Source: an optimization exercise on an open RTL-to-GDS flow (aim: small area). Production flows keep margins and buffers that such runs may drop. In this exercise RTL edits were held to simulation tests only and were not proved equivalent to the original. The clock port is modelled as an ideal driver; clocking choices that lean on that would not hold on a real chip. Power is estimated from default activity; no workload was simulated.

$ cat config.mk
export PLATFORM = sky130hd
export DESIGN_NAME = rets_dgim
export DESIGN_NICKNAME = rets_dgim
export VERILOG_FILES = /design/flow/design.v
export SDC_FILE = /design/flow/constraint.sdc
export NUM_CORES = 4
export LEC_CHECK = 0
export CAP_MARGIN = 10
export CORE_MARGIN = 2
export CORE_UTILIZATION = 50
export SLEW_MARGIN = 10
$ cat constraint.sdc
create_clock -name core_clock -period 20.0 [get_ports {clk}]
set_input_delay 4.0000 -clock core_clock [delete_from_list [all_inputs] [get_ports {clk}]]
set_output_delay 4.0000 -clock core_clock [all_outputs]
set_load 0.01 [all_outputs]
$ cat design.v
module rets_dgim (
    input  logic        clk,
    input  logic        rst,           
    input  logic        cmd_valid,
    input  logic [31:0] cmd,
    input  logic [31:0] cmd_data,
    input  logic        tick,
    input  logic [15:0] gpio_in,       
    output logic        rsp_valid,
    output logic [3:0]  rsp_status,
    output logic [63:0] rsp_value,
    output logic        cb_valid,
    output logic [7:0]  cb_id,
    output logic        cb_is_gpio,
    output logic [3:0]  cb_port,
    output logic [3:0]  cb_index,
    output logic [15:0] gpio_out,
    output logic [15:0] gpio_oe,
    output logic [15:0] gpio_pull_en
);
    localparam logic [15:0] DEBOUNCE = 16'd100;
    logic [15:0]          cnt_q;
    logic                 run_q;
    logic [31:0]          round_q;
    logic                 ovf_q;
    logic [7:0][15:0]     ccr_q;
    logic [7:0]           armed_q;        
    logic [7:0]           ccifg_q;
    logic [7:0][31:0]     tround_q;
    logic [7:0][7:0]      tcb_q;          
    logic                 cpend0_q, cpendv_q;
    logic [15:0]          tspur_q;
    logic [1:0][7:0]      out_q, dir_q, ren_q, ies_q, ie_q, ifg_q, ext_q;
    logic [1:0][7:0][7:0] pcb_q;
    logic [1:0][7:0]      deb_q;
    logic [1:0][7:0][15:0] last_q;
    logic [1:0]           pend_q;
    logic [1:0][15:0]     bounce_q, spur_q;
    logic                 ginit_q;
    logic                 gie_q, busy_q;
    logic                 fault_uninit_q, fault_ovf_q, flag_multi_q;
    logic [1:0]           cbp_q;          
    logic [2:0]           cbi_q;          
    logic [3:0] op;
    logic [3:0] f_reg;
    logic       illegal;
    assign op    = cmd[31:28];
    assign f_reg = cmd[23:20];
    always_comb begin
        case (op)
            4'h0, 4'h1, 4'h2, 4'h3, 4'h7, 4'hD:
                illegal = (cmd[27:0] != 28'd0);
            4'h4:
                illegal = 1'b0;
            4'h5, 4'h6:
                illegal = (cmd[23:0] != 24'd0);
            4'h8:
                illegal = (cmd[15:14] != 2'd0);
            4'h9:
                illegal = (cmd[15:0] != 16'd0);
            4'hA:
                illegal = (cmd[19:0] != 20'd0) || f_reg[3];
            4'hB:
                illegal = (cmd[19:8] != 12'd0) || (f_reg == 4'd0) || (f_reg >= 4'd7);
            4'hC:
                illegal = (cmd[27:1] != 27'd0);
            4'hE:
                illegal = (cmd[19:0] != 20'd0) || (f_reg > 4'd5) ||
                          ((f_reg[1:0] == 2'd0 || f_reg[1:0] == 2'd1 || f_reg[2]) &&
                           (cmd[27:24] != 4'd0));
            default:
                illegal = 1'b1;
        endcase
    end
    logic cv;
    assign cv = cmd_valid & ~illegal;
    logic c_tinit, c_tnow, c_tnowx, c_tset, c_tunset, c_tquery, c_ginit, c_gset;
    logic c_gquery, c_prd, c_pwr, c_intctl, c_cbdone, c_diag;
    assign c_tinit  = cv && op == 4'h1;
    assign c_tnow   = cv && op == 4'h2;
    assign c_tnowx  = cv && op == 4'h3;
    assign c_tset   = cv && op == 4'h4;
    assign c_tunset = cv && op == 4'h5;
    assign c_tquery = cv && op == 4'h6;
    assign c_ginit  = cv && op == 4'h7;
    assign c_gset   = cv && op == 4'h8;
    assign c_gquery = cv && op == 4'h9;
    assign c_prd    = cv && op == 4'hA;
    assign c_pwr    = cv && op == 4'hB;
    assign c_intctl = cv && op == 4'hC;
    assign c_cbdone = cv && op == 4'hD;
    assign c_diag   = cv && op == 4'hE;
    logic [2:0] ch;
    logic       ch_ok, port_ok, pi;
    logic [7:0] mask, flags, vbyte;
    assign ch      = cmd[26:24];
    assign ch_ok   = ~cmd[27];
    assign port_ok = (cmd[27:26] == 2'b00) && (cmd[25] ^ cmd[24]);
    assign pi      = cmd[25];
    assign mask    = cmd[23:16];
    assign flags   = cmd[15:8];
    assign vbyte   = cmd[7:0] & {8{~rst}};
    function automatic logic [7:0] lowbit(input logic [7:0] m);
        lowbit = m & (~m + 8'd1);
    endfunction
    function automatic logic [2:0] enc8(input logic [7:0] oh);
        enc8 = {oh[4] | oh[5] | oh[6] | oh[7],
                oh[2] | oh[3] | oh[6] | oh[7],
                oh[1] | oh[3] | oh[5] | oh[7]};
    endfunction
    logic svc, s_ovf, s_c0, s_cv, s_port;
    assign svc    = gie_q & ~busy_q & (ovf_q | cpend0_q | cpendv_q | (|pend_q));
    assign s_ovf  = svc & ovf_q;
    assign s_c0   = svc & ~ovf_q & cpend0_q;
    assign s_cv   = svc & ~ovf_q & ~cpend0_q & cpendv_q;
    assign s_port = svc & ~ovf_q & ~cpend0_q & ~cpendv_q;
    logic [7:0]  ccact;
    logic [7:0]  voh;           
    logic        found, many;
    logic [2:0]  xc;
    logic [31:0] tr_x, dlt, rinc;
    logic [7:0]  tcb_x;
    logic        ovf_poll, do_exp, fire, t_emit;
    assign ccact = ccifg_q & armed_q;
    assign voh   = lowbit({ccact[7:1], 1'b0});
    assign found = |ccact[7:1];
    assign many  = |({ccact[7:1], 1'b0} & ~voh);
    assign xc    = (ovf_q | cpend0_q) ? 3'd0 : enc8(voh);
    logic [7:0] xsel;              
    assign xsel = (ovf_q | cpend0_q) ? 8'd1 : voh;
    always_comb begin
        tr_x  = 32'd0;
        tcb_x = 8'd0;
        for (int c = 0; c < 8; c++) begin
            tr_x  = tr_x  | (tround_q[c] & {32{xsel[c]}});
            tcb_x = tcb_x | (tcb_q[c] & {8{xsel[c]}});
        end
    end
    assign dlt   = tr_x - round_q;
    assign rinc  = round_q + 32'd1;
    assign ovf_poll = armed_q[0] && (dlt == 32'd1) && (cnt_q >= ccr_q[0]);
    assign do_exp   = (s_ovf & ovf_poll) | (s_c0 & ccact[0]) | (s_cv & found);
    assign fire     = do_exp & (ovf_q | dlt[31] | (dlt == 32'd0));
    assign t_emit   = fire & (tcb_x != 8'd0);
    logic [7:0] xoh;
    assign xoh = 8'd1 << xc;
    logic        sp;
    logic [7:0]  pv, pin_oh;
    logic [2:0]  pin;
    logic        pin_ie, dbn, bnc, acc, g_emit, finish, emit;
    logic [15:0] lst, elapsed;
    logic [7:0]  pcbv;
    assign sp      = ~pend_q[0];
    assign pv      = ifg_q[sp];
    assign pin_oh  = lowbit(pv);
    assign pin     = enc8(pin_oh);
    assign pin_ie  = |(pin_oh & ie_q[sp]);
    logic [1:0][7:0] psel;         
    assign psel[0] = pend_q[0] ? lowbit(ifg_q[0]) : 8'd0;
    assign psel[1] = pend_q[0] ? 8'd0 : lowbit(ifg_q[1]);
    always_comb begin
        lst  = 16'd0;
        dbn  = 1'b0;
        pcbv = 8'd0;
        for (int p = 0; p < 2; p++)
            for (int i = 0; i < 8; i++) begin
                lst  = lst  | (last_q[p][i] & {16{psel[p][i]}});
                dbn  = dbn  | (deb_q[p][i] & psel[p][i]);
                pcbv = pcbv | (pcb_q[p][i] & {8{psel[p][i]}});
            end
    end
    assign elapsed = cnt_q - lst;
    assign bnc     = dbn & (elapsed <= DEBOUNCE);
    assign acc     = s_port & pin_ie & ~bnc;
    assign g_emit  = acc & (pcbv != 8'd0);
    assign finish  = s_port & ~g_emit;
    assign emit    = t_emit | g_emit;
    logic       busy_1, gpio_1;
    logic [1:0] port_1;
    logic [2:0] idx_1;
    logic [7:0] ecb_1;
    assign busy_1 = busy_q | emit;
    assign gpio_1 = emit ? g_emit : cb_is_gpio;
    assign port_1 = emit ? (g_emit ? {sp, ~sp} : 2'd0) : cbp_q;
    assign idx_1  = emit ? (g_emit ? pin : xc) : cbi_q;
    assign ecb_1  = emit ? (g_emit ? pcbv : tcb_x) : cb_id;
    logic [7:0] armed_1, ccifg_1;
    logic [31:0] round_1;
    logic ovf_1, cpend0_1, cpendv_1;
    logic [1:0] pend_1;
    logic [15:0] tspur_1;
    logic [1:0][15:0] bounce_1, spur_1;
    logic [1:0][7:0] ifg_1;
    assign armed_1  = armed_q & ~(fire ? xoh : 8'd0);
    assign ccifg_1  = ccifg_q & ~(do_exp ? xoh : 8'd0);
    assign round_1  = s_ovf ? rinc : round_q;
    assign ovf_1    = ovf_q & ~s_ovf;
    assign cpend0_1 = cpend0_q & ~s_c0;
    assign cpendv_1 = s_cv ? many : cpendv_q;
    assign pend_1   = pend_q & ~(s_port ? {sp, ~sp} : 2'b00);
    assign tspur_1  = tspur_q + {15'd0, (s_c0 & ~ccact[0]) | (s_cv & ~found)};
    always_comb begin
        for (int p = 0; p < 2; p++) begin
            bounce_1[p] = bounce_q[p] + {15'd0, s_port & (sp == p[0]) & pin_ie & bnc};
            spur_1[p]   = spur_q[p] + {15'd0, s_port & (sp == p[0]) & ~pin_ie};
            ifg_1[p]    = ifg_q[p];
            if (s_port && sp == p[0])
                ifg_1[p] = finish ? 8'd0 : (pv & ~pin_oh);
        end
    end
    logic tset_ok, tunset_ok, gset_ok, gen, gdis, cbdone_g;
    logic [7:0] chd;               
    assign chd       = 8'd1 << ch;
    assign tset_ok   = c_tset & run_q & ch_ok;
    assign tunset_ok = c_tunset & ch_ok;
    assign gset_ok   = c_gset & ginit_q & port_ok & (mask != 8'd0);
    assign gen       = gset_ok & ~flags[2];
    assign gdis      = gset_ok & flags[2];
    assign cbdone_g  = c_cbdone & busy_1 & gpio_1;
    logic [7:0] hoh;
    always_comb begin
        hoh = 8'd0;
        for (int k = 0; k < 8; k++)
            if (mask[k]) hoh = 8'(1 << k);
    end
    logic pu, pd, pwr_ok;
    assign pu     = flags[3];
    assign pd     = flags[4] & ~flags[3];
    assign pwr_ok = c_pwr & port_ok;
    logic [1:0][7:0] out_d, dir_d, ies_d, ie_d, ifg_d;
    logic [1:0][7:0] ren_we, ren_wd;   
    logic [1:0]      pend_d;
    logic [1:0][7:0] ie_eff_d;
    logic            busy_d;
    logic [1:0]      busyp_d;
    assign busy_d = busy_1 & ~c_cbdone;
    assign busyp_d = (busy_d & gpio_1) ? port_1 : 2'b00;
    always_comb begin
        for (int p = 0; p < 2; p++) begin
            logic sel, g, d, w;
            logic [7:0] lvl0, lvl2, ecmd, eenv, clr;
            sel = port_ok & (pi == p[0]) & ~rst;
            g   = gen & sel;
            d   = gdis & sel;
            w   = (pwr_ok & sel) | rst;      
            out_d[p] = out_q[p];
            if (g && pu) out_d[p] = out_q[p] | mask;
            if (g && pd) out_d[p] = out_q[p] & ~mask;
            if (w && (rst || f_reg[2:0] == 3'd1)) out_d[p] = vbyte;
            dir_d[p] = dir_q[p];
            if (g) dir_d[p] = dir_q[p] & ~mask;
            if (w && (rst || f_reg[2:0] == 3'd2)) dir_d[p] = vbyte;
            ren_we[p] = g ? mask : 8'd0;
            ren_wd[p] = {8{pu | pd}};
            if (w && (rst || f_reg[2:0] == 3'd3)) begin
                ren_we[p] = 8'hFF;
                ren_wd[p] = vbyte;
            end
            ies_d[p] = ies_q[p];
            if (g) ies_d[p] = flags[1] ? (ies_q[p] | mask) : (ies_q[p] & ~mask);
            if (w && (rst || f_reg[2:0] == 3'd4)) ies_d[p] = vbyte;
            ie_d[p] = ie_q[p];
            if (g) ie_d[p] = ie_q[p] | mask;
            if (d) ie_d[p] = ie_q[p] & ~mask;
            if (w && (rst || f_reg[2:0] == 3'd5)) ie_d[p] = vbyte;
            lvl0 = (dir_q[p] & out_q[p]) | (~dir_q[p] & ext_q[p]);
            lvl2 = (dir_d[p] & out_d[p]) | (~dir_d[p] & ext_q[p]);
            ecmd = (~lvl0 & lvl2 & ~ies_d[p]) | (lvl0 & ~lvl2 & ies_d[p]);
            clr  = (g ? hoh : 8'd0) |
                   ((c_prd && sel && f_reg[2:0] == 3'd7) ? lowbit(ifg_1[p]) : 8'd0);
            ifg_d[p] = (ifg_1[p] | ecmd) & ~clr;
            if (cbdone_g && port_1 == 2'(p + 1)) ifg_d[p] = 8'd0;
            if (w && f_reg[2:0] == 3'd6) ifg_d[p] = vbyte;
            eenv = ~dir_d[p] & ((~ext_q[p] & gpio_in[p*8 +: 8] & ~ies_d[p]) |
                                (ext_q[p] & ~gpio_in[p*8 +: 8] & ies_d[p]));
            ifg_d[p] = ifg_d[p] | eenv;
            ie_eff_d[p] = busyp_d[p] ? 8'd0 : ie_d[p];
            pend_d[p]   = pend_1[p] | (|(ifg_d[p] & ie_eff_d[p]));
        end
    end
    logic        ticked, wrap, ovf_2;
    logic [15:0] cnt_2, cnt_n;
    logic [7:0]  tsetc, armed_d, ccifg_d;
    logic        wr_hit;
    assign tsetc  = tset_ok ? chd : 8'd0;
    assign ticked = tick & ~rst & (run_q | c_tinit);
    assign cnt_2  = (rst | c_tinit) ? 16'd0 : cnt_q;
    assign cnt_n  = cnt_2 + 16'd1;
    assign wrap   = ticked & (cnt_2 == 16'hFFFF);
    assign ovf_2  = ovf_1 & ~(rst | c_tinit);
    assign wr_hit = (cmd[15:0] == cnt_n);    
    always_comb begin
        armed_d = (armed_1 | tsetc) & ~(tunset_ok ? chd : 8'd0) & {8{~(rst | c_tinit)}};
        ccifg_d = ccifg_1 & ~(((tset_ok | tunset_ok) ? chd : 8'd0)) & {8{~(rst | c_tinit)}};
        if (ticked)
            for (int c = 0; c < 8; c++)
                if (tsetc[c] ? wr_hit : (cnt_n == ccr_q[c])) ccifg_d[c] = 1'b1;
    end
    logic [3:0]  st_d;
    always_comb begin
        st_d = 4'd0;
        if (cmd_valid && illegal) st_d = 4'd4;
        if (c_tset && !run_q) st_d = 4'd6;
        else if ((c_tset || c_tunset || c_tquery) && !ch_ok) st_d = 4'd1;
        if (c_gset && !ginit_q) st_d = 4'd6;
        else if ((c_gset || c_gquery || c_prd || c_pwr ||
                  (c_diag && f_reg[2:1] == 2'b01)) && !port_ok) st_d = 4'd2;
        else if (c_gset && mask == 8'd0) st_d = 4'd3;
        else if (c_gquery && cmd[23:19] != 5'd0) st_d = 4'd3;
        if (c_cbdone && !busy_1) st_d = 4'd5;
    end
    localparam logic [3:0] R_ZERO   = 4'd0;
    localparam logic [3:0] R_TNOW   = 4'd1;
    localparam logic [3:0] R_TNOWX  = 4'd2;
    localparam logic [3:0] R_TQUERY = 4'd3;
    localparam logic [3:0] R_GQUERY = 4'd4;
    localparam logic [3:0] R_PREG   = 4'd5;    
    localparam logic [3:0] R_SNAP8  = 4'd6;    
    localparam logic [3:0] R_STATUS = 4'd7;
    localparam logic [3:0] R_CBINFO = 4'd8;
    localparam logic [3:0] R_BOUNCE = 4'd9;
    localparam logic [3:0] R_SPUR   = 4'd10;
    localparam logic [3:0] R_TSPUR  = 4'd11;
    localparam logic [3:0] R_ROUND  = 4'd12;
    logic [3:0]  rk_d, rk_q;
    logic [7:0]  tq_sel;           
    assign tq_sel = (rk_q == R_TQUERY) ? 8'(1 << rsub_q) : 8'd0;
    logic [7:0]  gq_sel;           
    assign gq_sel = (rk_q == R_GQUERY) ? 8'(1 << rsub_q) : 8'd0;
    logic [2:0]  rsub_q;           
    logic        rpi_q;            
    logic        rbit_d, rbit_q;   
    logic [7:0]  snap_d;
    logic [15:0] snap_q;
    always_comb begin
        logic [7:0] ifgp, lv;
        ifgp   = ifg_1[pi];
        lv     = (dir_q[pi] & out_q[pi]) | (~dir_q[pi] & ext_q[pi]);
        rk_d   = R_ZERO;
        rbit_d = c_tnowx ? ovf_1 : ccifg_1[ch];
        snap_d = cnt_q[7:0];
        if (c_tnow)  rk_d = R_TNOW;
        if (c_tnowx) rk_d = R_TNOWX;
        if (c_tquery && ch_ok) rk_d = R_TQUERY;
        if (c_gquery && port_ok && cmd[23:19] == 5'd0) rk_d = R_GQUERY;
        if (c_prd && port_ok) begin
            case (f_reg[2:0])
                3'd0: begin rk_d = R_SNAP8; snap_d = lv; end
                3'd6: begin rk_d = R_SNAP8; snap_d = ifgp; end
                3'd7: begin
                    rk_d = R_SNAP8;
                    snap_d = (ifgp != 8'd0) ? {3'd0, enc8(lowbit(ifgp)) + 4'd1, 1'b0} : 8'd0;
                end
                default: rk_d = R_PREG;
            endcase
        end
        if (c_diag) begin
            case (f_reg[2:0])
                3'd0: begin
                    rk_d = R_STATUS;
                    snap_d = {2'b00, pend_1, fault_ovf_q, cpendv_1, cpend0_1, ovf_1};
                end
                3'd1: rk_d = R_CBINFO;
                3'd2: if (port_ok) rk_d = R_BOUNCE;
                3'd3: if (port_ok) rk_d = R_SPUR;
                3'd4: rk_d = R_TSPUR;
                default: rk_d = R_ROUND;
            endcase
        end
    end
    always_comb begin
        logic [2:0] k;
        logic       p;
        k = rsub_q;
        p = rpi_q;
        rsp_value = 64'd0;
        case (rk_q)
            R_TNOW:   rsp_value[15:0] = snap_q;
            R_TNOWX:  rsp_value[47:0] = {rbit_q ? rinc : round_q, snap_q};
            R_PREG: begin
                case (k)
                    3'd1:    rsp_value[7:0] = out_q[p];
                    3'd2:    rsp_value[7:0] = dir_q[p];
                    3'd3:    rsp_value[7:0] = ren_q[p];
                    3'd4:    rsp_value[7:0] = ies_q[p];
                    default: rsp_value[7:0] = ie_q[p];
                endcase
            end
            R_SNAP8:  rsp_value[7:0] = snap_q[7:0];
            R_STATUS: rsp_value[31:0] = {13'd0, snap_q[5:4], 1'b0, 5'd0, flag_multi_q,
                                         snap_q[3], fault_uninit_q, 1'b0,
                                         snap_q[2:0], busy_q, ginit_q, run_q, gie_q};
            R_CBINFO: if (busy_q) begin
                if (cb_is_gpio) rsp_value[31:0] = {8'd0, cb_id, 5'd0, cbi_q, 2'd0, cbp_q, 4'b0011};
                else            rsp_value[31:0] = {8'd0, cb_id, 8'd0, 1'b0, cbi_q, 4'b0001};
            end
            R_BOUNCE: rsp_value[15:0] = bounce_q[p];
            R_SPUR:   rsp_value[15:0] = spur_q[p];
            R_TSPUR:  rsp_value[15:0] = tspur_q;
            R_ROUND:  rsp_value[31:0] = round_q;
            default: ;
        endcase
        for (int c = 0; c < 8; c++)
            if (tq_sel[c])
                rsp_value = rsp_value | {armed_q[c] ? tcb_q[c] : 8'd0, 5'd0, rbit_q, armed_q[c],
                                         armed_q[c], ccr_q[c], tround_q[c]};
        for (int q = 0; q < 2; q++)
            for (int i = 0; i < 8; i++)
                if (gq_sel[i] && rpi_q == q[0])
                    rsp_value[31:0] = rsp_value[31:0] |
                                      {pcb_q[q][i], 7'd0, deb_q[q][i], last_q[q][i]};
    end
    logic clr_t;                   
    logic clr_g;                   
    assign clr_t = rst | c_tinit;
    assign clr_g = rst | c_ginit;
    logic [15:0] ccr_wd, last_wd;
    logic [31:0] tr_wd;
    logic [7:0]  pcb_wd;
    logic        deb_wd;
    assign ccr_wd  = cmd[15:0] & {16{~rst}};
    assign tr_wd   = cmd_data & {32{~rst}};
    assign last_wd = cnt_q & {16{~clr_g}};
    assign pcb_wd  = cmd[7:0] & {8{~clr_g}};
    assign deb_wd  = flags[5] & ~clr_g;
    always_ff @(posedge clk) begin
        for (int c = 0; c < 8; c++) begin
            if (rst | tsetc[c]) begin
                ccr_q[c]    <= ccr_wd;
                tround_q[c] <= tr_wd;
            end
            if (tsetc[c]) tcb_q[c] <= cmd[23:16];
        end
        for (int p = 0; p < 2; p++) begin
            for (int i = 0; i < 8; i++) begin
                if (clr_g | (gen & port_ok & (pi == p[0]) & hoh[i])) begin
                    pcb_q[p][i] <= pcb_wd;
                    deb_q[p][i] <= deb_wd;
                end
                if (clr_g | (s_port & acc & dbn & (sp == p[0]) & (pin == 3'(i))))
                    last_q[p][i] <= last_wd;
            end
        end
        ext_q <= gpio_in;
        cnt_q   <= ticked ? cnt_n : cnt_2;
        round_q <= (rst | c_tinit) ? 32'd0 : round_1;
        ovf_q   <= ovf_2 | wrap;
        armed_q <= armed_d;
        ccifg_q <= ccifg_d;
        out_q <= out_d;  dir_q <= dir_d;  ies_q <= ies_d;  ie_q <= ie_d;
        for (int p = 0; p < 2; p++)
            for (int i = 0; i < 8; i++)
                if (ren_we[p][i]) ren_q[p][i] <= ren_wd[p][i];
        rsp_status <= st_d;
        rk_q       <= rk_d;
        rsub_q     <= (c_gquery ? cmd[18:16] : (c_tquery ? ch : f_reg[2:0]));
        rpi_q      <= pi;
        rbit_q     <= rbit_d;
        snap_q     <= {cnt_q[15:8], snap_d};
        if (emit) begin
            cb_id      <= ecb_1;
            cb_is_gpio <= g_emit;
            cbp_q      <= port_1;
            cbi_q      <= idx_1;
        end
    end
    always_ff @(posedge clk) begin
        if (rst) begin
            run_q <= 1'b0;
            cpend0_q <= 1'b0;  cpendv_q <= 1'b0;  tspur_q <= '0;
            ifg_q <= '0;  pend_q <= '0;
            bounce_q <= '0;  spur_q <= '0;  ginit_q <= 1'b0;
            gie_q <= 1'b0;  busy_q <= 1'b0;
            fault_uninit_q <= 1'b0;  fault_ovf_q <= 1'b0;  flag_multi_q <= 1'b0;
            rsp_valid <= 1'b0;  cb_valid <= 1'b0;
        end else begin
            run_q   <= run_q | c_tinit;
            cpend0_q <= cpend0_1 | (ccifg_d[0] & armed_d[0]);
            cpendv_q <= cpendv_1 | (|(ccifg_d[7:1] & armed_d[7:1]));
            tspur_q <= tspur_1;
            ifg_q <= ifg_d;  pend_q <= pend_d;
            bounce_q <= bounce_1;  spur_q <= spur_1;
            ginit_q <= ginit_q | c_ginit;
            gie_q <= c_intctl ? cmd[0] : gie_q;
            busy_q <= busy_d;
            fault_uninit_q <= fault_uninit_q | (c_tset & ~run_q) | (c_gset & ~ginit_q);
            fault_ovf_q <= fault_ovf_q | (wrap & ovf_2);
            flag_multi_q <= flag_multi_q | (gen & (|(mask & ~hoh)));
            rsp_valid <= cmd_valid;
            cb_valid <= emit;
        end
    end
    assign cb_port  = {2'b00, cbp_q};
    assign cb_index = {1'b0, cbi_q};
    assign gpio_out     = out_q;
    assign gpio_oe      = dir_q;
    assign gpio_pull_en = ren_q;
endmodule
$ cat flow/run.sh
#!/bin/bash
# Layout flow: the standard layout (standard.sh), with these changes in how it is made:
#   - synthesis maps the logic with an area-oriented ABC script (flow/abc_area.script);
#     everything else in synthesis, including the register mapping, is the standard one;
#   - ports are buffered with sky130_fd_sc_hd__buf_1;
#   - clock tree synthesis builds the tree from small clock buffers with small sink clusters
#     and no dummy loads; if the clock-pin slew of that tree (estimated from placement) is
#     high, it is built again with smaller clusters, and at last with the standard settings.
# Each step's output goes to a run_*.log file here; ORFS's own logs are under orfs/logs.
set -euo pipefail
W=$(pwd)
R="$W/orfs/results/sky130hd/rets_dgim/base"
rm -rf "$W/scripts_area"
mkdir -p "$W/scripts_area"
cp -r "$FLOW_HOME/scripts/." "$W/scripts_area/"
cp "$W/flow/abc_area.script" "$W/scripts_area/abc_area.script"
bash "$W/standard.sh" SCRIPTS_DIR="$W/scripts_area" ABC_AREA=1 synth > "$W/run_synth.log" 2>&1

PB="BUFFER_PORTS_ARGS=-buffer_cell sky130_fd_sc_hd__buf_1"
bash "$W/standard.sh" "$PB" place > "$W/run_place.log" 2>&1

C4=sky130_fd_sc_hd__clkbuf_4
BASE="-sink_clustering_enable -repair_clock_nets"
TRIES=(
  "$BASE -dont_use_dummy_load -buf_list $C4 -sink_clustering_size 10 -sink_clustering_max_diameter 40"
  "$BASE -dont_use_dummy_load -buf_list $C4 -sink_clustering_size 9 -sink_clustering_max_diameter 35"
  "$BASE -dont_use_dummy_load -buf_list $C4 -sink_clustering_size 8 -sink_clustering_max_diameter 30"
  "$BASE -dont_use_dummy_load"
)
CHOSEN=""
i=0
for args in "${TRIES[@]}"; do
  i=$((i + 1))
  rm -f "$R"/4_*
  bash "$W/standard.sh" "$PB" "CTS_ARGS=$args" cts > "$W/run_cts_$i.log" 2>&1
  RES="$R" openroad -no_init -exit "$W/flow/slew.tcl" > "$W/run_slew_$i.log" 2>&1 || true
  s=$(sed -n 's/^MAXSLEW //p' "$W/run_slew_$i.log" | tail -1)
  CHOSEN="$args"
  if [[ -n "$s" ]] && awk -v s="$s" 'BEGIN { exit !(s < 0.116) }'; then
    break
  fi
done
echo "clock tree: $CHOSEN" > "$W/run_cts_chosen.log"
bash "$W/standard.sh" "$PB" "CTS_ARGS=$CHOSEN" finish > "$W/run_layout.log" 2>&1
$ cat flow/abc_area.script
strash
&get -n
&st
&dc2
&dch -f
&nf -R 1000 -F 8 -A 4 -p -E 10
&put
topo
$ cat flow/slew.tcl
# Largest slew at a flip-flop clock pin of the clock-tree result, with placement parasitics.
set P $::env(FLOW_HOME)/platforms/sky130hd
set R $::env(RES)
read_lef $P/lef/sky130_fd_sc_hd.tlef
read_lef $P/lef/sky130_fd_sc_hd_merged.lef
read_liberty $P/lib/sky130_fd_sc_hd__tt_025C_1v80.lib
read_db $R/4_cts.odb
read_sdc $R/4_cts.sdc
source $P/setRC.tcl
set_propagated_clock [all_clocks]
estimate_parasitics -placement
set mx 0
foreach p [get_pins -hierarchical */CLK] {
  set s [get_property $p slew_max]
  if {$s > $mx} { set mx $s }
}
puts "MAXSLEW $mx"
$ cat standard.sh
#!/bin/bash
# synth_recipe.tcl (not shown) runs the flow's synth.tcl, then flattens the netlist and writes it again
# the make line also repeats each setting of config.mk as NAME=value (left out here)
make -C /OpenROAD-flow-scripts/flow DESIGN_CONFIG=/design/flow/config.mk WORK_HOME=/design/flow/orfs CLKGATE_MAP_FILE= SYNTH_SCRIPT=/design/flow/synth_recipe.tcl "${@:-finish}"
==> results.txt, run 1 <==
* Status: timing/DRC/antenna clean
* Worst reg2reg path depth at 39
* Hold_sp: fault_uninit_q$_SDFF_PP0_
* Setup CP Type: flip-flop to flip-flop
* Clock insertion delay at the later pin of the skew report at 1220 ps
* Number of global-route vias before repair at 46.6k
* Slowest stage delay, CP at 990 ps
* Via count at 49.5k
* Synth Area in Simple Gates at 14.5%
* Most frequent cells in the layout: edfxtp_1, nand2_1, a222oi_1
* Die area at 112,000 sq um
* FF-to-FF setup slack at 8550 ps
* Count of input and output buffers at 209
* Cells after Synth at 4,781
* Startpoint types: flip-flop
* #FFs+latches synth at 1,160
* Top post-synthesis cells by area: edfxtp_1, dfxtp_1, a222oi_1
* Pin count of the biggest net entering global routing at 120
* WHS Path Cells at 2
* Slew Limit Fails at 0
* Starting density of the core at 50.4%
* Routed Antenna Nets at 0
* Leading register cell type out of synthesis: edfxtp_1
* Min cycle time layout at 11,450 ps
* Most common cell after layout, fill and taps aside: edfxtp_1
* Gr usage total at 42.5%
* I/O pins at 219
* Syn Std Cell Area at 54,800 sq um
* Pleak at 21.0 nW
* DR iter-0 viols at 11.2k
* Main combinational cell family by area after synthesis: compound AO/OA/AOI/OAI gates
* Hold Crit Class: flip-flop to flip-flop
* Vias per std cell at 7.32
* Remaining Overflow, GRT at 0
* Maxcap violations at 0
* CTS max path bufs at 3
* Post_cts resized at 0
* Gpl congestion at 0.989
* Max_slew headroom at 9.70%
* CP arrival at 12,510 ps
* Fin cells at 6,762
* Post-synth top area cell: edfxtp_1
* Global-route wire length before repair at 339,000 um
* Layout cell share with drive strength beyond 1 at 8.15%
* Post-Synth Adder-Cell Area at 1.84%
* Critical path peak fanout at 15
* F_max at 0.0874 GHz
* Fin. Hold Viols at 0
* Worst Hold Path EP: fault_uninit_q$_SDFF_PP0_
* Least-Margin Pin Slew at 1350 ps
* Nets at 5,502
* Worst-path clk slew at 120 ps
* Multiplexer area fraction after synthesis at 1.13%
* DRT Wirelength at 244,000 um
* Worst EP required at 21,070 ps
* Syn_area_per_cell at 11.5 sq um
* Crit. End Element: flip-flop
* Xor/xnor share of the synthesized area at 3.05%
* Count of final setup violators at 0
* Syn. warnings at 1
* Max IR drop VDD at 0.0545 mV
* Setup TNS at 0 ps
* P&R area growth vs syn at 10.2%
* H-tree levels at 4
* Die height at 335 um
* CTS root buffer: clkbuf_4
* EDFF count, synth at 877
* Overall Power at 4.66 mW
* CTS tree: built
* Pwr dens at 77.1 nW/um^2
* Post-synthesis compound-gate area fraction at 20.0%
* CP max stage cell: o311ai_0
* Origin of the critical flop-to-flop path: ccifg_q[1]$_DFF_P_
* Drc violations at 0
* Initial antenna violation count at 12
* First drt pass iteration count at 13
* Total CTS buffers at 176
* CTS Hold Bufs at 0
* Placed Cells at 6,573
* Detailed Place HPWL at 160,000 um
* Async SR Flop Fraction at 0%
* Clk sinks at 1,160
* Clk_skew at 126 ps
* Placeable Area at 109,000 sq um
* Yosys cell types at 68
* Die Width at 335 um
* Final hold slack at 454 ps
* RR Endpoint: pend_q[1]$_SDFF_PP0_
* Site row count at 121
* Drt wl/cell at 36.1 um
* Sequential share of the synthesized area at 58.4%
* Fin crit share at 57.2%
* Synth top area share at 48.0%
* RSZ-0062 raised after global routing: no
* CP startpoint: ccifg_q[1]$_DFF_P_
* Setup Fix Bufs, Post-CTS at 0
stage by stage:
step	cell area (sq um)	utilization, %	worst slack [ps]
floorplan	54900	-	9050
global placement	59100	54.2	8190
detailed placement	59100	54.2	7960
CTS	60400	55.5	8960
global route	60400	55.5	8060
finish	60400	55.5	8550
state kept, by name, summed over array words and instances, names as in the netlist, 32 cells and up:
name / flops
last_q: 256
pcb_q: 128
bounce_q: 32
spur_q: 32
ccr_q: 128
round_q: 32
tcb_q: 64
tround_q: 256
layer usage:
layer | GRT usage (%) | part of all wire [%] | up-vias
met2 | 59.2 | 40 | 4317
met1 | 56.2 | 36 | 23600
met4 | 28.4 | 7.8 | 6
met3 | 14.1 | 15 | 903
li1 | - | - | 20600
met5 | 0.347 | 0.092 | -
report_power, final:
group	internal (mW)	total, mW	leakage, nW	switching (mW)
Sequential	2.74	2.85	10.8	0.109
Clock	0.401	1.20	0.810	0.804
Combinational	0.168	0.601	9.39	0.433
worst max-delay path, delay by kind of cell (launching register included):
kind	cells	cell delay [ps]
buffers and inverters	1	390
adders and majority gates	1	350
xor gates and xnor gates	1	380
AOI/OAI and AO/OA	19	5840
and+or+nand+nor	17	3960
DFF	1	360
worst max-delay path by stage:
| stage | to | slack [ps] | depth (start not counted) |
|---|---|---|---|
| 2_1_floorplan | cpendv_q$_SDFF_PP0_ | 9050 | 28 |
| 5_1_grt | pend_q[1]$_SDFF_PP0_ | 8060 | 43 |
| 3_5_place_dp | cpendv_q$_SDFF_PP0_ | 7960 | 30 |
| 4_1_cts | pend_q[1]$_SDFF_PP0_ | 8960 | 39 |
| 3_3_place_gp | cpendv_q$_SDFF_PP0_ | 8190 | 27 |
| 6_report | pend_q[1]$_SDFF_PP0_ | 8550 | 39 |
synthesized netlist by cell type, types with 91 or more instances:
cell type  number
edfxtp_1      877
nand2_1       618
a222oi_1      331
a21oi_1       287
dfxtp_1       283
o21ai_0       258
nor2_1        235
nand3_1       163
nor3_1        144
clkinv_1      143
xnor2_1       122
nand4_1       108
a221oi_1       99
nor2b_1        91
cell families (layout without fill, tap and decap cells):
group | after synthesis | after routing
AO/OA/AOI/OAI | 1481 | 1481
XOR/XNOR | 191 | 191
adder cells (fa/ha/maj) | 80 | 80
buffers and inverters | 153 | 700
flip-flops | 1160 | 1160
multiplexers | 61 | 61
other | 1 | 21
AND/OR/NAND/NOR | 1654 | 1654
cell type report:
cell class	instances	area (sq um)
sequential	1160	32000
antenna	12	30.0
timing repair buffer	381	2090
tap	1414	1770
multi-input combinational	3476	22700
inverter	143	537
clock buffer	176	1320
fill	9550	48400
==> inputs of run 2 (changes only) <==
--- a/config.mk
+++ b/config.mk
@@ -7,5 +7,6 @@
 export LEC_CHECK = 0
 export CAP_MARGIN = 10
 export CORE_MARGIN = 2
-export CORE_UTILIZATION = 50
+export CORE_UTILIZATION = 60
+export PLACE_DENSITY = 0.7
 export SLEW_MARGIN = 10
==> run 2 against run 1 <==
  * Largest cell class unchanged
  * Hold slack improved by 37 ps
  * Utilization rose by 11 points
  * Clock power is essentially flat
  * Still clean
  * Critical endpoint unchanged
  * Critical path type unchanged
==> results.txt, run 2 <==
* Status: timing/DRC/antenna clean
* Critical Path Most Common Cell: nor2_1
* Syn Std Cell Area at 54,800 sq um (unchanged)
* Layout cell share with drive strength beyond 1 at 7.82% (-0.33 points)
* CTS max path bufs at 3 (unchanged)
* Wire length on met3 at 40,400 um (+7.5%)
* Via count at 50.3k (+1.6%)
* Biggest regs: last_q x256, tround_q x256
* Nets at 5,483 (-0.35%)
* Initial antenna violation count at 21 (+9)
* CTS root buffer: clkbuf_4
* Yosys cell types at 68 (unchanged)
* Most common cell after layout, fill and taps aside: edfxtp_1
* Count of final setup violators at 0 (unchanged)
* Syn_area_per_cell at 11.5 sq um (unchanged)
* Clk sinks at 1,160 (unchanged)
* Fin. Hold Viols at 0 (unchanged)
* Maxcap violations at 0 (unchanged)
* Vias per std cell at 7.71 (+5.4%)
* Fillcell total at 7,151 (-25%)
* Most instantiated cells after synthesis: edfxtp_1, nand2_1, a222oi_1, a21oi_1, dfxtp_1
* EDFF count, synth at 877 (unchanged)
* Remaining Overflow, GRT at 0 (unchanged)
* RR Endpoint: pend_q[1]$_SDFF_PP0_
* Leading register cell type out of synthesis: edfxtp_1
* Max_slew headroom at 16.8% (+7.1 points)
* Met1 Routed Length at 78,700 um (-11%)
* Min cycle time layout at 11,620 ps (+176 ps)
* Clock insertion delay at the later pin of the skew report at 1220 ps (about the same)
* Startpoint types: flip-flop
* #FFs+latches synth at 1,160 (unchanged)
* WHS Path Cells at 2 (unchanged)
* Worst reg2reg path depth at 38 (-2.6%)
* Critical path peak fanout at 37 (+22)
* Cells after Synth at 4,781 (unchanged)
* Most frequent cells in the layout: edfxtp_1, nand2_1, a222oi_1
* Worst EP required at 21,000 ps (-70 ps)
* H-tree levels at 4 (unchanged)
* Total CTS buffers at 165 (-6.3%)
* Setup TNS at 0 ps (unchanged)
* Clk_skew at 104 ps (-21.8 ps)
* Pleak at 20.9 nW (-0.38%)
* Setup Fix Bufs, Post-CTS at 0 (unchanged)
* Max IR drop VDD at 0.0587 mV (+7.7%)
* Worst-path clk slew at 100 ps (-20 ps)
* CTS Hold Bufs at 0 (unchanged)
* Least-Margin Pin Slew at 1240 ps (-112 ps)
* Count of input and output buffers at 209 (unchanged)
* Starting density of the core at 60.7% (+10 points)
* Top post-synthesis cells by area: edfxtp_1, dfxtp_1, a222oi_1
* Die Width at 306 um (-8.6%)
* CTS tree: built
* Gr usage total at 48.3% (+5.8 points)
* Global-route wire length before repair at 325,000 um (-4.2%)
* Metal2 WL at 93,400 um (-5.3%)
* Crit. End Element: flip-flop
* Slowest stage delay, CP at 1020 ps (+30 ps)
* F_max at 0.0860 GHz (-1.5%)
* Placeable Area at 90,300 sq um (-17%)
* Origin of the critical flop-to-flop path: ovf_q$_DFF_P_
* Setup ws final at 8380 ps (-176 ps)
* Async SR Flop Fraction at 0% (unchanged)
* Drt wl/cell at 35.5 um (-1.4%)
* Drc violations at 0 (unchanged)
* RSZ-0062 raised after global routing: no
* DR iter-0 viols at 11.8k (+5.2%)
* Pwr dens at 76.8 nW/um^2 (-0.40%)
* DRT Wirelength at 232,000 um (-5.0%)
* Fin crit share at 58.1% (+0.88 points)
* First drt pass iteration count at 14 (+1)
* Gpl congestion at 1.03 (+4.2%)
* Die height at 306 um (-8.6%)
* Setup CP Type: flip-flop to flip-flop
* DR top layer: met5
* Syn. warnings at 1 (unchanged)
* Hold Crit Class: flip-flop to flip-flop
* Die area at 93,800 sq um (-16%)
* Cell with the most instances after synthesis: edfxtp_1
* Post-synth top area cell: edfxtp_1
* Site row count at 110 (-9.1%)
* Sequential share of the synthesized area at 58.4% (unchanged)
* Worst Hold Path EP: fault_ovf_q$_SDFF_PP0_
* Post_cts resized at 0 (unchanged)
* Hold_sp: fault_ovf_q$_SDFF_PP0_
* Pin count of the biggest net entering global routing at 119 (-0.83%)
* Util after Layout at 66.5% (+11 points)
* CP max stage cell: o311ai_0
* Slew Limit Fails at 0 (unchanged)
* Number of global-route vias before repair at 46.5k (-0.33%)
* Synth top area share at 48.0% (unchanged)
* CP arrival at 12,630 ps (+120 ps)
* Detailed Place HPWL at 151,000 um (-5.6%)
* I/O pins at 219 (unchanged)
* P&R area growth vs syn at 9.46%
* Place WS at 8060 ps (+99.6 ps)
* Routed Antenna Nets at 0 (unchanged)
* FF-to-FF setup slack at 8380 ps (-180 ps)
run 2: cell counts after synthesis:
Identical to the previous run, type by type.
run 2: how the worst max path moves through the flow:
stage / start / to / slack [ps] / cells past startpoint
global placement: cmd[9] / cpendv_q$_SDFF_PP0_ / 8300 / 28
CTS: ovf_q$_DFF_P_ / pend_q[1]$_SDFF_PP0_ / 8940 / 38
finish: ovf_q$_DFF_P_ / pend_q[1]$_SDFF_PP0_ / 8380 / 38
detailed placement: cmd[9] / cpendv_q$_SDFF_PP0_ / 8060 / 28
floorplan: cmd[25] / cpendv_q$_SDFF_PP0_ / 9050 / 28
global route: ovf_q$_DFF_P_ / pend_q[1]$_SDFF_PP0_ / 7950 / 38
run 2: logic make-up after synthesis:
| kind of cell | synth area share, % |
|---|---|
| and+or+nand+nor | 14.5 |
| AOI/OAI and AO/OA | 20.0 |
| DFF | 58.4 |
| xor gates and xnor gates | 3.05 |
| buffers and inverters | 1.12 |
| adders and majority gates | 1.84 |
| muxes | 1.13 |
| other | 0.00684 |
run 2: critical path: cells and delay by family, from the launching register on:
kind | cells | cell delay, ps
buffers and inverters | 3 | 1510
flip-flops | 1 | 410
XOR/XNOR | 1 | 310
AO/OA/AOI/OAI | 17 | 5160
AND/OR/NAND/NOR | 16 | 3610
adder cells (fa/ha/maj) | 1 | 400
run 2: cell type report:
| cell class | count | area, sq um | share of cell area (%) |
|---|---|---|---|
| Multi-Input combinational cell | 3476 | 22700 | 37.8 |
| Timing Repair Buffer | 373 | 2040 | 3.39 |
| Clock buffer | 165 | 1240 | 2.06 |
| Tap cell | 1176 | 1470 | 2.45 |
| Inverter | 143 | 537 | 0.895 |
| Sequential cell | 1160 | 32000 | 53.3 |
| Antenna cell | 26 | 65.1 | 0.108 |
run 2: per-stage QoR:
| stage | hold WS, ps | cells | instance area (sq um) | power (mW) |
|---|---|---|---|---|
| floorplan | 399 | 4789 | 54900 | 3.18 |
| global placement | 455 | 6326 | 58700 | 3.44 |
| detailed placement | 467 | 6326 | 58700 | 3.45 |
| CTS | 489 | 6491 | 59900 | 4.55 |
| global route | 509 | 6503 | 60000 | 4.71 |
| finish | 490 | 6519 | 60000 | 4.61 |
run 2: power breakdown:
| part | total, mW | switching, mW | leakage, nW | internal (mW) |
|---|---|---|---|---|
| clock | 1.17 | 0.790 | 0.759 | 0.377 |
| sequential | 2.85 | 0.105 | 10.8 | 2.74 |
| combinational | 0.594 | 0.426 | 9.36 | 0.168 |
| total | 4.61 | 1.32 | 20.9 | 3.29 |
run 2: metal layers:
metal	GRT usage (%)	vias up
met4	32.4	14
met5	0	-
met2	67.4	5005
li1	-	20600
met3	18.3	1127
met1	62.6	23500
==> inputs of run 3 (changes only) <==
--- a/flow/run.sh
+++ b/flow/run.sh
@@ -3,6 +3,7 @@
 #   - synthesis maps the logic with an area-oriented ABC script (flow/abc_area.script);
 #     everything else in synthesis, including the register mapping, is the standard one;
 #   - ports are buffered with sky130_fd_sc_hd__buf_1;
+#   - after global routing, gates on paths with positive slack are downsized (RECOVER_POWER);
 #   - clock tree synthesis builds the tree from small clock buffers with small sink clusters
 #     and no dummy loads; if the clock-pin slew of that tree (estimated from placement) is
 #     high, it is built again with smaller clusters, and at last with the standard settings.
@@ -36,9 +37,9 @@
   RES="$R" openroad -no_init -exit "$W/flow/slew.tcl" > "$W/run_slew_$i.log" 2>&1 || true
   s=$(sed -n 's/^MAXSLEW //p' "$W/run_slew_$i.log" | tail -1)
   CHOSEN="$args"
-  if [[ -n "$s" ]] && awk -v s="$s" 'BEGIN { exit !(s < 0.116) }'; then
+  if [[ -n "$s" ]] && awk -v s="$s" 'BEGIN { exit !(s < 0.114) }'; then
     break
   fi
 done
 echo "clock tree: $CHOSEN" > "$W/run_cts_chosen.log"
-bash "$W/standard.sh" "$PB" "CTS_ARGS=$CHOSEN" finish > "$W/run_layout.log" 2>&1
+bash "$W/standard.sh" "$PB" "CTS_ARGS=$CHOSEN" RECOVER_POWER=100 finish > "$W/run_layout.log" 2>&1
--- a/config.mk
+++ b/config.mk
@@ -7,6 +7,5 @@
 export LEC_CHECK = 0
 export CAP_MARGIN = 10
 export CORE_MARGIN = 2
-export CORE_UTILIZATION = 60
-export PLACE_DENSITY = 0.7
+export CORE_UTILIZATION = 50
 export SLEW_MARGIN = 10
==> run 3 against run 2 <==
  * Now fails the layout checks on capacitance limit, slew limit
  * Total power up 1.0%
  * Sequential share of layout area about the same
  * First-iteration DRC count down 7.7%
  * Utilization down 11 points
  * Critical endpoint is now pend_q[0]$_SDFF_PP0_
  * Largest cell class unchanged
  * Largest power group unchanged
  * Highest routed layer unchanged
==> results.txt, run 3 <==
* Top post-synthesis cells by area: edfxtp_1, dfxtp_1, a222oi_1
* Number of global-route vias before repair at 46.6k (+0.34%)
* RSZ-0062 raised after global routing: no
* Drt wl/cell at 36.0 um (+1.3%)
* Setup ws final at 5050 ps (-3320 ps)
* DR iter-0 viols at 10.9k (-7.7%)
* Initial antenna violation count at 12 (-43%)
* Fin crit share at 74.7% (+17 points)
* CTS root buffer: clkbuf_4
* F_max at 0.0669 GHz (-22%)
* Slew Limit Fails at 1,291 (+1,291)
* Detailed Place HPWL at 160,000 um (+5.9%)
* Gr usage total at 42.5% (-5.8 points)
* Startpoint types: primary input
* Pleak at 20.7 nW (-1.1%)
* Synth top area share at 48.0% (unchanged)
* Syn_area_per_cell at 11.5 sq um (unchanged)
* Cells after Synth at 4,781 (unchanged)
* Post-synth top area cell: edfxtp_1
* Least-Margin Pin Slew at 5960 ps (+4710 ps)
* Starting density of the core at 50.4% (-10 points)
* Max IR drop VDD at 0.0534 mV (-9.1%)
* Die area at 112,000 sq um (+20%)
* Gpl congestion at 0.989 (-4.1%)
* Sequential share of the synthesized area at 58.4% (unchanged)
* Site row count at 121 (+10%)
* Yosys cell types at 68 (unchanged)
* Count of input and output buffers at 209 (unchanged)
* Worst EP required at 20,830 ps (-170 ps)
* Crit. End Element: flip-flop
* Biggest regs: last_q x256, tround_q x256
* #FFs+latches synth at 1,160 (unchanged)
* Most frequent cells in the layout: edfxtp_1, nand2_1, a222oi_1
* Most instantiated cells after synthesis: edfxtp_1, nand2_1, a222oi_1, a21oi_1, dfxtp_1
* Die height at 335 um (+9.4%)
* CTS Hold Bufs at 0 (unchanged)
* Violated Checks: capacitance limit, slew limit
* Clock insertion delay at the later pin of the skew report at 1210 ps (about the same)
* Vias per std cell at 7.33 (-5.0%)
* Clk_skew at 134 ps (+29.8 ps)
* Drc violations at 0 (unchanged)
* Place WS at 7960 ps (-99.6 ps)
* Remaining Overflow, GRT at 0 (unchanged)
* First drt pass iteration count at 15 (+1)
* Max_slew headroom at -297% (-310 points)
* Setup Fix Bufs, Post-CTS at 0 (unchanged)
* Count of final setup violators at 0 (unchanged)
* Placeable Area at 109,000 sq um (+21%)
* Most common cell after layout, fill and taps aside: edfxtp_1
* Nets at 5,502 (+0.35%)
* Routed Antenna Nets at 0 (unchanged)
* Setup CP Type: primary input to flip-flop
* I/O pins at 219 (unchanged)
* Worst-path clk slew at 110 ps (about the same)
* Pwr dens at 77.7 nW/um^2 (+1.1%)
* Syn Std Cell Area at 54,800 sq um (unchanged)
* Maxcap violations at 44 (+44)
* Critical path peak fanout at 119 (+220%)
* EDFF count, synth at 877 (unchanged)
* Layout cell share with drive strength beyond 1 at 6.32% (-1.5 points)
* Die Width at 335 um (+9.4%)
* Fin. Hold Viols at 0 (unchanged)
* Via count at 49.6k (-1.4%)
* Status: failed layout checks
* CTS max path bufs at 3 (unchanged)
* Setup TNS at 0 ps (unchanged)
* P&R area growth vs syn at 9.39% (about the same)
* Global-route wire length before repair at 339,000 um (+4.4%)
* CP arrival at 15,770 ps (+3140 ps)
* Syn. warnings at 1 (unchanged)
* DRT Wirelength at 244,000 um (+5.2%)
* Clk sinks at 1,160 (unchanged)
* Post_cts resized at 0 (unchanged)
* Pin count of the biggest net entering global routing at 120 (+0.84%)
* Min cycle time layout at 14,950 ps (+3320 ps)
* Total CTS buffers at 176 (+6.7%)
* Leading register cell type out of synthesis: edfxtp_1
* H-tree levels at 4 (unchanged)
* Async SR Flop Fraction at 0% (unchanged)
* Hold Crit Class: flip-flop to flip-flop
* Cell with the most instances after synthesis: edfxtp_1
* CTS tree: built
-- run 3: cell counts after synthesis --
Identical to the previous run, type by type.
-- run 3: metal layers --
metal | vias to the layer above | global-route usage, % | routed length, um
li1 | 20700 | - | -
met1 | 23500 | 56.2 | 88500
met2 | 4465 | 59.2 | 98300
met3 | 915 | 14.1 | 37700
met4 | 6 | 28.4 | 19000
met5 | - | 0.347 | 118
-- run 3: path summary, 6_finish.rpt --
kind / startpoint / endpoint / slack (ps) / cells after the start
hold reg to reg: fault_uninit_q$_SDFF_PP0_ / fault_uninit_q$_SDFF_PP0_ / 450 / 2
setup / recovery: rst / pend_q[0]$_SDFF_PP0_ / 5050 / 19
hold / removal: fault_uninit_q$_SDFF_PP0_ / fault_uninit_q$_SDFF_PP0_ / 450 / 2
setup reg to reg: pend_q[0]$_SDFF_PP0_ / pend_q[1]$_SDFF_PP0_ / 6670 / 41
-- run 3: cells by family after synthesis --
logic type	after synthesis	synth area share (%)
simple gates	1654	14.5
compound gates	1481	20.0
flops	1160	58.4
xor+xnor	191	3.05
buf+inv	153	1.12
fa+ha+maj	80	1.84
mux	61	1.13
other cells	1	0.00684
-- run 3: area by class of cell --
type,count,area (sq um)
inverters,143,537
diodes,15,37.5
clock buffers,176,1320
repair buffers,381,1820
flip-flops and latches,1160,32000
well taps,1414,1770
multi-input cells,3476,22500
fillers,9636,48900
-- run 3: critical path, stage by stage --
cell and delay [ps]:
clkbuf_1 1720, clkbuf_1 1600, clkbuf_1 4080, nor3_1 240, a31o_1 560, o21ai_0 120
clkbuf_1 640, nand3_1 130, o21ai_0 200, mux2i_1 300, or3_1 130, nand3_1 70
o311ai_0 140, a41oi_1 110, a222oi_1 580, clkinv_1 160, a222oi_1 490, a22o_1 200
a21oi_1 70
-- run 3: stage by stage --
step	cell area (sq um)	hold slack, ps	instances	util (%)	power, mW
6_report	60000	453	6765	55.1	4.66
5_1_grt	59900	495	6755	55.1	4.78
3_5_place_dp	59100	434	6573	54.2	3.47
4_1_cts	60400	451	6749	55.5	4.62
3_3_place_gp	59100	429	6573	54.2	3.46
2_1_floorplan	54900	399	4789	-	3.18
-- run 3: power breakdown --
group	internal (mW)	leakage [nW]	switching, mW
Combinational	0.163	9.07	0.429
Clock	0.401	0.810	0.806
Sequential	2.75	10.8	0.109
==> inputs of run 4 (changes only) <==
--- a/flow/run.sh
+++ b/flow/run.sh
@@ -1,9 +1,10 @@
 #!/bin/bash
 # Layout flow: the standard layout (standard.sh), with these changes in how it is made:
-#   - synthesis maps the logic with an area-oriented ABC script (flow/abc_area.script);
-#     everything else in synthesis, including the register mapping, is the standard one;
+#   - synthesis maps the logic with an area-oriented ABC script (flow/abc_area.script),
+#     leaves adders and carry chains to ABC (no full/half-adder cells, no Kogge-Stone
+#     carry map); everything else in synthesis, including the register mapping, is the
+#     standard one;
 #   - ports are buffered with sky130_fd_sc_hd__buf_1;
-#   - after global routing, gates on paths with positive slack are downsized (RECOVER_POWER);
 #   - clock tree synthesis builds the tree from small clock buffers with small sink clusters
 #     and no dummy loads; if the clock-pin slew of that tree (estimated from placement) is
 #     high, it is built again with smaller clusters, and at last with the standard settings.
@@ -15,7 +16,8 @@
 mkdir -p "$W/scripts_area"
 cp -r "$FLOW_HOME/scripts/." "$W/scripts_area/"
 cp "$W/flow/abc_area.script" "$W/scripts_area/abc_area.script"
-bash "$W/standard.sh" SCRIPTS_DIR="$W/scripts_area" ABC_AREA=1 synth > "$W/run_synth.log" 2>&1
+bash "$W/standard.sh" SCRIPTS_DIR="$W/scripts_area" ABC_AREA=1 ADDER_MAP_FILE= \
+  "SYNTH_OPERATIONS_ARGS=-nofsm" synth > "$W/run_synth.log" 2>&1
 
 PB="BUFFER_PORTS_ARGS=-buffer_cell sky130_fd_sc_hd__buf_1"
 bash "$W/standard.sh" "$PB" place > "$W/run_place.log" 2>&1
@@ -42,4 +44,4 @@
   fi
 done
 echo "clock tree: $CHOSEN" > "$W/run_cts_chosen.log"
-bash "$W/standard.sh" "$PB" "CTS_ARGS=$CHOSEN" RECOVER_POWER=100 finish > "$W/run_layout.log" 2>&1
+bash "$W/standard.sh" "$PB" "CTS_ARGS=$CHOSEN" finish > "$W/run_layout.log" 2>&1
--- a/config.mk
+++ b/config.mk
@@ -7,5 +7,6 @@
 export LEC_CHECK = 0
 export CAP_MARGIN = 10
 export CORE_MARGIN = 2
-export CORE_UTILIZATION = 50
+export CORE_UTILIZATION = 60
+export PLACE_DENSITY = 0.7
 export SLEW_MARGIN = 10
==> run 4 against run 3 <==
  * The run now finishes clean
  * Sequential share of layout area is 1.1 points higher
  * Fmax grew 19%
  * Clock skew is 6.3 ps higher
  * Combinational power shrank 4.7%
  * First-iteration DRC count increased by 2.1%
  * Via count fell by 0.65%
  * Synthesized cell count is 1.3% lower
  * Non-clock buffer count shrank 1
  * Critical path type is now flip-flop to flip-flop
  * Largest cell class unchanged
==> results.txt, run 4 <==
* Status: timing/DRC/antenna clean
* Synth top area share at 49.0% (+0.97 points)
* Pin count of the biggest net entering global routing at 81 (-33%)
* Sequential share of the synthesized area at 59.6% (+1.2 points)
* Origin of the critical flop-to-flop path: ccifg_q[1]$_DFF_P_
* Min cycle time layout at 12,560 ps (-2390 ps)
* Sequential cell area at 32,000 sq um (about the same)
* Pwr dens at 77.9 nW/um^2 (+0.28%)
* Remaining Overflow, GRT at 0 (unchanged)
* Number of global-route vias before repair at 45.1k (-3.2%)
* Critical path depth at 47 (+28)
* Post-synthesis compound-gate area fraction at 20.4% (+0.40 points)
* Syn Std Cell Area at 53,700 sq um (-2.0%)
* CTS root buffer: clkbuf_4
* Clk_skew at 140 ps (+6.28 ps)
* Yosys cell types at 68 (unchanged)
* Count of final setup violators at 0 (unchanged)
* Site row count at 109 (-9.9%)
* CP startpoint: ccifg_q[1]$_DFF_P_
* EDFF count, synth at 877 (unchanged)
* Die area at 92,000 sq um (-18%)
* Worst setup endpoint: pend_q[0]$_SDFF_PP0_
* Multiplexer area fraction after synthesis at 1.62% (+0.49 points)
* Async SR Flop Fraction at 0% (unchanged)
* Critical Path Most Common Cell: nand2_1
* Fin crit share at 62.8% (-12 points)
* FF-to-FF setup slack at 7440 ps (+770 ps)
* Starting density of the core at 60.7% (+10 points)
* Overall Power at 4.58 mW (-1.7%)
* Gpl congestion at 1.02 (+2.7%)
* I/O pins at 219 (unchanged)
* RSZ-0062 raised after global routing: no
* Critical path peak fanout at 32 (-73%)
* Maxcap violations at 0 (-100%)
* Most instantiated cells after synthesis: edfxtp_1, nand2_1, a21oi_1, a222oi_1, dfxtp_1
* CTS max path bufs at 3 (unchanged)
* Die height at 303 um (-9.5%)
* Via count at 49.2k (-0.65%)
* Vias per std cell at 7.65 (+4.4%)
* Nets at 5,349 (-2.8%)
* CTS tree: built
* Max_slew headroom at 4.54% (+300 points)
* Syn_area_per_cell at 11.4 sq um (-0.70%)
* Cells after Synth at 4,719 (-1.3%)
* Least-Margin Pin Slew at 1430 ps (-4520 ps)
* CTS Hold Bufs at 0 (unchanged)
* H-tree levels at 4 (unchanged)
* Cell with the most instances after synthesis: edfxtp_1
* CP arrival at 13,470 ps (-2300 ps)
* Slowest stage delay, CP at 530 ps (-3550 ps)
* Pleak at 20.4 nW (-1.2%)
* Global-route wire length before repair at 314,000 um (-7.5%)
* Routed Antenna Nets at 0 (unchanged)
* Xor/xnor share of the synthesized area at 2.66% (-0.39 points)
* Placeable Area at 88,500 sq um (-19%)
* Hold_sp: bounce_q[10]$_SDFF_PP0_
* Hold Crit Class: flip-flop to flip-flop
* Multi-input gate area at 21,700 sq um (-3.7%)
* Main combinational cell family by area after synthesis: compound AO/OA/AOI/OAI gates
* Setup Fix Bufs, Post-CTS at 0 (unchanged)
* Detailed Place HPWL at 148,000 um (-7.5%)
* RR Endpoint: pend_q[0]$_SDFF_PP0_
* DRT Wirelength at 225,000 um (-7.8%)
* Crit. End Element: flip-flop
* Worst reg2reg path depth at 47 (+15%)
* Total CTS buffers at 166 (-5.7%)
* Biggest regs: last_q x256, tround_q x256
* Clk sinks at 1,160 (unchanged)
* Startpoint types: flip-flop
* #FFs+latches synth at 1,160 (unchanged)
* Synth Area in Simple Gates at 14.8% (+0.30 points)
* Worst path buffer plus inverter count at 1 (-4)
* Layout cell share with drive strength beyond 1 at 7.77% (+1.5 points)
* Post-synth top area cell: edfxtp_1
* Leading register cell type out of synthesis: edfxtp_1
* Count of input and output buffers at 209 (unchanged)
* F_max at 0.0796 GHz (+19%)
* Place WS at 7900 ps (-56.6 ps)
* Post_cts resized at 0 (unchanged)
* Post-Synth Adder-Cell Area at 0.242% (-1.6 points)
* DR iter-0 viols at 11.2k (+2.1%)
* Gr usage total at 48.0% (+5.5 points)
* Setup ws final at 7440 ps (+2390 ps)
* Setup TNS at 0 ps (unchanged)
* Top post-synthesis cells by area: edfxtp_1, dfxtp_1, a222oi_1
* Clock insertion delay at the later pin of the skew report at 1180 ps (-30 ps)
* Drc violations at 0 (unchanged)
* Fin. Hold Viols at 0 (unchanged)
* Fillcell total at 7,027 (-27%)
* Worst EP required at 20,910 ps (+80 ps)
* Syn. warnings at 1 (unchanged)
* P&R area growth vs syn at 9.40% (about the same)
* Drt wl/cell at 34.9 um (-3.1%)
* Setup CP Type: flip-flop to flip-flop
* Initial antenna violation count at 17 (+5)
* Die Width at 303 um (-9.5%)
* Worst-path clk slew at 110 ps (about the same)
* Top Family by Delay on Critical Path: compound AO/OA/AOI/OAI gates
* Most common cell after layout, fill and taps aside: edfxtp_1
* CP max stage cell: buf_4
* Max IR drop VDD at 0.0602 mV (+13%)
* Most frequent cells in the layout: edfxtp_1, nand2_1, a21oi_1
* Slew Limit Fails at 0 (-100%)
* First drt pass iteration count at 15 (unchanged)
run 4: cell types whose count changed after synthesis, sizes merged, moves of 39 or more:
cell    change
clkinv     -58
xnor2      -39
a221oi     +69
a222oi     -43
nand2      +95
ha         -79
run 4: metrics by stage:
stage / hold slack (ps) / util [%] / cell area (sq um) / std cells
final: 495 / 66.4 / 58800 / 6439
after global routing: 515 / 66.4 / 58800 / 6430
after CTS: 496 / 66.4 / 58700 / 6427
after detailed placement: 472 / 65.0 / 57500 / 6261
after global placement: 456 / 65.0 / 57500 / 6261
after floorplan: 376 / - / 53800 / 4727
run 4: logic make-up (layout without fill, tap and decap cells):
group / Yosys count / in the layout
AOI/OAI and AO/OA: 1502 / 1502
xor gates and xnor gates: 163 / 163
adders and majority gates: 13 / 13
buffers and inverters: 95 / 631
DFF: 1160 / 1160
muxes: 85 / 85
other: 1 / 20
and+or+nand+nor: 1700 / 1700
run 4: worst min-delay path by stage:
stage / endpoint / cells after the start / slack (ps)
floorplan: snap_q[14]$_DFF_P_ / 0 / 380
global placement: cnt_q[12]$_DFF_P_ / 2 / 460
detailed placement: bounce_q[10]$_SDFF_PP0_ / 1 / 470
CTS: bounce_q[10]$_SDFF_PP0_ / 1 / 500
global route: bounce_q[10]$_SDFF_PP0_ / 1 / 520
finish: bounce_q[10]$_SDFF_PP0_ / 1 / 500
run 4: cell type report:
cell class	count	share of cell area (%)
inverters	85	0.543
repair buffers	380	3.53
diodes	11	0.0468
multi-input cells	3472	36.8
flip-flops and latches	1160	54.4
well taps	1165	2.48
clock buffers	166	2.12
run 4: report_power, final:
| group | internal (mW) | leakage [nW] | switching, mW | total (mW) |
|---|---|---|---|---|
| Clock | 0.379 | 0.764 | 0.783 | 1.16 |
| Combinational | 0.167 | 8.83 | 0.397 | 0.564 |
| Sequential | 2.74 | 10.8 | 0.112 | 2.85 |
run 4: per-layer routing:
layer	up-vias	part of all wire [%]	global-route usage (%)
met3	982	17	16.7
met5	-	0.072	0
met2	4874	40	66.7
met4	18	8.0	31.4
li1	20200	-	-
met1	23100	34	63.7
==> inputs of run 5 (changes only) <==
--- a/config.mk
+++ b/config.mk
@@ -7,6 +7,5 @@
 export LEC_CHECK = 0
 export CAP_MARGIN = 10
 export CORE_MARGIN = 2
-export CORE_UTILIZATION = 60
-export PLACE_DENSITY = 0.7
+export CORE_UTILIZATION = 50
 export SLEW_MARGIN = 10
==> run 5 against run 4 <==
  * Still clean
  * Register-to-register slack got worse by 590 ps
  * Sequential power is essentially flat
  * Hold slack about the same
  * Fmax shrank 4.5%
  * Die area rose by 20%
  * Critical path depth is the same
  * Via count fell by 1.4%
  * Synthesized area is the same
  * Critical endpoint unchanged
==> results.txt, run 5 <==
* Drt wl/cell at 35.2 um (+0.81%)
* Min cycle time layout at 13,150 ps (+589 ps)
* Status: timing/DRC/antenna clean
* Fin. Hold Viols at 0 (unchanged)
* Clk_skew at 125 ps (-15.6 ps)
* Via count at 48.5k (-1.4%)
* Drc violations at 0 (unchanged)
* Die Width at 332 um (+9.4%)
* Pwr dens at 78.2 nW/um^2 (+0.47%)
* Routed Antenna Nets at 0 (unchanged)
* Global-route wire length before repair at 328,000 um (+4.4%)
* Gpl congestion at 0.966 (-4.8%)
* Fillcell total at 9,418 (+34%)
* Cells after Synth at 4,719 (unchanged)
* Final hold slack at 495 ps (-0.223 ps)
* Critical Path Most Common Cell: nand2_1
* Most common cell after layout, fill and taps aside: edfxtp_1
* Startpoint types: flip-flop
* Critical path depth at 47 (unchanged)
* DRT Wirelength at 236,000 um (+4.9%)
* Yosys cell types at 68 (unchanged)
* Clk sinks at 1,160 (unchanged)
* Setup CP Type: flip-flop to flip-flop
* Die height at 332 um (+9.4%)
* Worst setup endpoint: pend_q[0]$_SDFF_PP0_
* P&R area growth vs syn at 10.3%
* Async SR Flop Fraction at 0% (unchanged)
* Critical path peak fanout at 32 (unchanged)
* Biggest regs: last_q x256, tround_q x256
* Crit. End Element: flip-flop
* Finished Cell Area at 59,300 sq um (+0.79%)
* Layout cell share with drive strength beyond 1 at 8.16% (+0.39 points)
* DR iter-0 viols at 9,665 (-13%)
* I/O pins at 219 (unchanged)
* CTS Hold Bufs at 0 (unchanged)
* Syn_area_per_cell at 11.4 sq um (unchanged)
* Max IR drop VDD at 0.0528 mV (-12%)
* Detailed Place HPWL at 153,000 um (+3.4%)
* Setup Fix Bufs, Post-CTS at 0 (unchanged)
* Pleak at 20.5 nW (+0.52%)
* Most frequent cells in the layout: edfxtp_1, nand2_1, a21oi_1
* Slew Limit Fails at 0 (unchanged)
* Fin cells at 6,698 (+4.0%)
* Syn. warnings at 1 (unchanged)
* Count of input and output buffers at 209 (unchanged)
* Gr usage total at 41.4% (-6.6 points)
* Number of global-route vias before repair at 45.1k (-0.10%)
* Remaining Overflow, GRT at 0 (unchanged)
* Hold Crit Class: flip-flop to flip-flop
* Nets at 5,370 (+0.39%)
* Least-Margin Pin Slew at 1310 ps (-125 ps)
* Setup TNS at 0 ps (unchanged)
* Placeable Area at 107,000 sq um (+21%)
* CP startpoint: cpend0_q$_SDFF_PP0_
* FF-to-FF setup slack at 6850 ps (-590 ps)
* First drt pass iteration count at 13 (-2)
* Clock insertion delay at the later pin of the skew report at 1200 ps (+20 ps)
* Pin count of the biggest net entering global routing at 96 (+19%)
* Worst reg2reg path depth at 47 (unchanged)
* CTS max path bufs at 3 (unchanged)
* Count of final setup violators at 0 (unchanged)
* Placed cell area at 57,900 sq um (+0.68%)
* Slowest stage delay, CP at 920 ps (+390 ps)
* CTS root buffer: clkbuf_4
* Top Family by Delay on Critical Path: simple AND/OR/NAND/NOR gates
* Die area at 110,000 sq um (+20%)
* Synth top area share at 49.0% (unchanged)
* Leading register cell type out of synthesis: edfxtp_1
* Fin crit share at 65.7% (+2.9 points)
* RSZ-0062 raised after global routing: no
* Origin of the critical flop-to-flop path: cpend0_q$_SDFF_PP0_
[run 5: changes by cell type in the layout (fill, tap and decap cells not counted), moves of 2 or more]
cell      previous run  this run
clkbuf_4           167       178
nor2_1             249       247
nor2_2               9        11
o21ai_0            252       247
o21ai_1             11        14
o21ai_2              0         2
buf_4              171       181
and3_2               4         1
and3_1              54        57
[run 5: metrics by stage]
step	power [mW]	setup WS, ps
6_report	4.64	6850
5_1_grt	4.76	6120
4_1_cts	4.61	7150
3_5_place_dp	3.44	7170
3_3_place_gp	3.44	7310
2_1_floorplan	3.17	7740
[run 5: worst min path at each step]
| stage | start | to | slack (ps) | cells past startpoint |
|---|---|---|---|---|
| final | bounce_q[10]$_SDFF_PP0_ | bounce_q[10]$_SDFF_PP0_ | 490 | 1 |
| after global routing | bounce_q[7]$_SDFF_PP0_ | bounce_q[7]$_SDFF_PP0_ | 520 | 1 |
| after CTS | fault_ovf_q$_SDFF_PP0_ | fault_ovf_q$_SDFF_PP0_ | 500 | 2 |
| after detailed placement | fault_ovf_q$_SDFF_PP0_ | fault_ovf_q$_SDFF_PP0_ | 470 | 2 |
| after global placement | bounce_q[20]$_SDFF_PP0_ | bounce_q[20]$_SDFF_PP0_ | 460 | 1 |
| after floorplan | cnt_q[14]$_DFF_P_ | snap_q[14]$_DFF_P_ | 380 | 0 |
[run 5: kinds of logic after synthesis]
kind of cell,Yosys count,synth area share (%)
adder cells (fa/ha/maj),13,0.242
multiplexers,85,1.62
AND/OR/NAND/NOR,1700,14.8
AO/OA/AOI/OAI,1502,20.4
flip-flops,1160,59.6
other,1,0.00698
XOR/XNOR,163,2.66
buffers and inverters,95,0.733
[run 5: per-layer routing]
| metal | up-vias | track usage [%] | wire [um] |
|---|---|---|---|
| met5 | - | 0 | 124 |
| li1 | 20300 | - | - |
| met1 | 23300 | 55.6 | 87000 |
| met2 | 4124 | 59.2 | 97900 |
| met4 | 12 | 25.1 | 16500 |
| met3 | 791 | 12.2 | 34100 |
[run 5: layout make-up]
type / instances / area [sq um] / share of cell area (%)
Antenna cell: 11 / 27.5 / 0.0465
Clock buffer: 176 / 1320 / 2.23
Inverter: 85 / 319 / 0.538
Multi-Input combinational cell: 3472 / 21700 / 36.6
Sequential cell: 1160 / 32000 / 54.0
Tap cell: 1403 / 1760 / 2.96
Timing Repair Buffer: 391 / 2160 / 3.64
[run 5: where the power goes]
part	switching (mW)	internal, mW	leakage [nW]	total [mW]
registers	0.111	2.74	10.8	2.85
logic	0.404	0.167	8.89	0.572
clock network	0.812	0.401	0.810	1.21

Setup slack of run 5, layout unchanged: 6.852 ns with ideal ports, 6.852 ns with driving cells assumed (clock clkbuf_16, inputs buf_2), 6.852 ns with port delays also shifted by the 1.215 ns mid clock arrival.
